From an optimization exercise on the open Yosys and OpenROAD flow, aimed at small area, a short achievable clock period and few clock cycles; shortcuts taken in it are not production practice.
Function was checked by simulation only, so behaviour that the tests miss may differ from the original.
Power figures rest on the tool's default switching activity, not on a simulated workload.

== job 5832 ==
==> flow/design.v (excerpt) <==
module pcwlc_core (
    input  wire        clk,
    input  wire        rst,
    input  wire        host_we,
    input  wire [2:0]  host_addr,
    input  wire [63:0] host_wdata,
    output wire [31:0] status,
    output wire [63:0] res,
    output wire [63:0] res2,
    output wire [31:0] erraddr,
    output reg         port_req,
    output reg         port_we,
    output reg  [1:0]  port_size,     
    output reg  [16:0] port_addr,
    output wire [31:0] port_wdata,
    input  wire        port_ack,
    input  wire [1:0]  port_fail,     
    input  wire [31:0] port_rdata,
    input  wire [63:0] now
);
Size in the first run: ~3300 cells after synthesis, roughly 430 flip-flops, about 410 I/O pins, roughly 0.027 mm2 of cells after synthesis.
Settings: LEC_CHECK=0, CAP_MARGIN=10, CORE_MARGIN=2, CORE_UTILIZATION=40, PLACE_DENSITY=0.75, SETUP_SLACK_MARGIN=4, SLEW_MARGIN=10; clock period 8.0 ns.
standard.sh (not shown) runs the stock make flow with config.mk's settings and CLKGATE_MAP_FILE= SYNTH_SCRIPT=/design/flow/synth_recipe.tcl, a recipe that flattens the netlist after the stock synthesis.
==> flow/flow/run.sh <==
#!/bin/bash
# Layout flow: the standard flow (standard.sh: the standard synthesis,
# then ORFS to the routed layout) with two layout settings changed:
#  - the port buffers are buf_1 cells instead of the delay buffers that
#    buffer_ports picks by default; timing repair upsizes the ones on
#    critical paths;
#  - the resizer may change a cell's footprint when it sizes cells
#    (MATCH_CELL_FOOTPRINT=0), so timing repair can upsize freely.
# The output of the whole run goes to standard.log in the work folder; ORFS
# keeps each step's log under orfs/logs/.
set -euo pipefail
bash standard.sh MATCH_CELL_FOOTPRINT=0 \
    "BUFFER_PORTS_ARGS=-buffer_cell sky130_fd_sc_hd__buf_1" \
    finish > standard.log 2>&1
Job 5832: done, clean on timing, DRC and antenna
Testbench counts of job 5832, summed over its fixed seeds: cycles 67,760.
--- input diff job 5832..job 1795 ---
- CTS_BUF_LIST: unset -> sky130_fd_sc_hd__clkbuf_8
- CAP_MARGIN: 10 -> 20
- SLEW_MARGIN: 10 -> 20
Findings:
- Wire length of the first global-routing pass: job 1795 vs job 5832 — no meaningful difference
- For count of boundary I/O pins, job 5832 and job 1795 come out practically identical.
- In the reports for job 1795 and job 5832, the smaller worst supply voltage drop on vdd belongs to job 1795.
- Job 1795 ended with less fraction of the core area covered by cells at the end of the flow than job 5832.
- In the metrics for job 1795 and job 5832, the one carrying the lower relative contribution of the clock network to total power is job 1795.
- As far as hold slack is concerned, job 1795 and job 5832 perform about the same.
- Re register fraction of the total cell area: job 5832 was lower than job 1795.
diff inputs: job 1795 => job 2815
- CTS_BUF_LIST: sky130_fd_sc_hd__clkbuf_8 -> unset
- PLACE_DENSITY: 0.75 -> unset
Clock buffer count in the final layout: lower on job 2815. Compared with job 1795, job 2815 has less setup slack. Delta (job 2815 minus job 1795): post-CTS setup repair buffer count climbed 8, maximum clock frequency shows a reduction of 0.0037 GHz. When job 2815 is measured against job 1795, its final hold slack turns out 0.0053 ns lower. Cmp job 2815 vs job 1795: post-synthesis to final-layout area growth higher in job 2815. Re multi-input gate area in the final layout: job 1795 was lower than job 2815. The final area in job 2815 sits about 1.1% above the value recorded for job 1795.
Edits applied to the flow inputs when going from job 2815 to job 2083:
- putting PLACE_DENSITY at 0.75 where nothing was set
- swapping 4 for 4.25 in SETUP_SLACK_MARGIN
[summary]
- Against job 2815, total power in job 2083 rose by a few percent.
- [diff] post-detailed-routing wire length, job 2083 relative to job 2815: regression
- Summary — overall routing resource usage, job 2083 relative to job 2815: higher, by 0.45 points.
Input-level comparison between job 3253 and job 2083:
- changing SETUP_SLACK_MARGIN from 4.25 to 4
- removing PLACE_DENSITY (formerly 0.75)
==> flow/flow/run.sh <==
#!/bin/bash
# Layout flow: the standard flow (standard.sh: the standard synthesis,
# then ORFS to the routed layout) with two layout settings changed:
#  - the port buffers are buf_4 cells instead of the delay buffers that
#    buffer_ports picks by default;
#  - the resizer may change a cell's footprint when it sizes cells
#    (MATCH_CELL_FOOTPRINT=0), so timing repair can upsize freely.
# The output of the whole run goes to standard.log in the work folder; ORFS
# keeps each step's log under orfs/logs/.
set -euo pipefail
bash standard.sh MATCH_CELL_FOOTPRINT=0 \
    "BUFFER_PORTS_ARGS=-buffer_cell sky130_fd_sc_hd__buf_4" \
    finish > standard.log 2>&1
--- outcome ---
Diff job 2083 -> job 3253 | total number of nets in the final design | down slightly. Comparing worst-case reg-to-reg path depth for job 2083 and job 3253, the bigger number came from job 3253. Of job 2083 and job 3253, the higher part of the power in the clock network belongs to job 3253. Summary of job 3253 over job 2083: sequential share of layout area now sits at about the same level; number of antenna violations at the first check in global routing moved down; critical path depth in cells lower. Total wire length delta for job 3253 relative to job 2083: about 0.7% lower.

==> afterwards: timing with drivers on the ports <==
Ports are ideal in the flow. The routed layouts listed here were re-timed in OpenROAD. Step 1, drivers: a clkbuf_16 drives clk and a buf_2 each remaining input, both assumed. Step 2 moves the port delays by t, midway between the first and last clock arrival at a register: inputs arrive t later, outputs are due t later. That takes back most of the time a late clock gives input paths. Three values: ideal ports, drivers, drivers and shift; two values: the first two.
run | t (ns) | setup WS [ns] | worst hold slack (ns)
job 5832 | 0.666 | 3.886 / 3.924 / 3.258 | 0.470 / 0.470 / 0.470
job 1795 | 0.729 | 4.009 / 4.026 / 3.297 | 0.470 / 0.470 / 0.470
job 2815 | 0.666 | 3.950 / 3.876 / 3.210 | 0.465 / 0.465 / 0.465
job 2083 | 0.669 | 4.150 / 4.170 / 3.504 | 0.472 / 0.472 / 0.472
job 3253 | 0.659 | 4.023 / 4.061 / 3.402 | 0.473 / 0.473 / 0.473
After both steps setup and hold are still met in every run listed. For job 2815, which loses most, drivers alone change the setup slack by -0.074 ns; drivers and shift together by -0.740 ns.
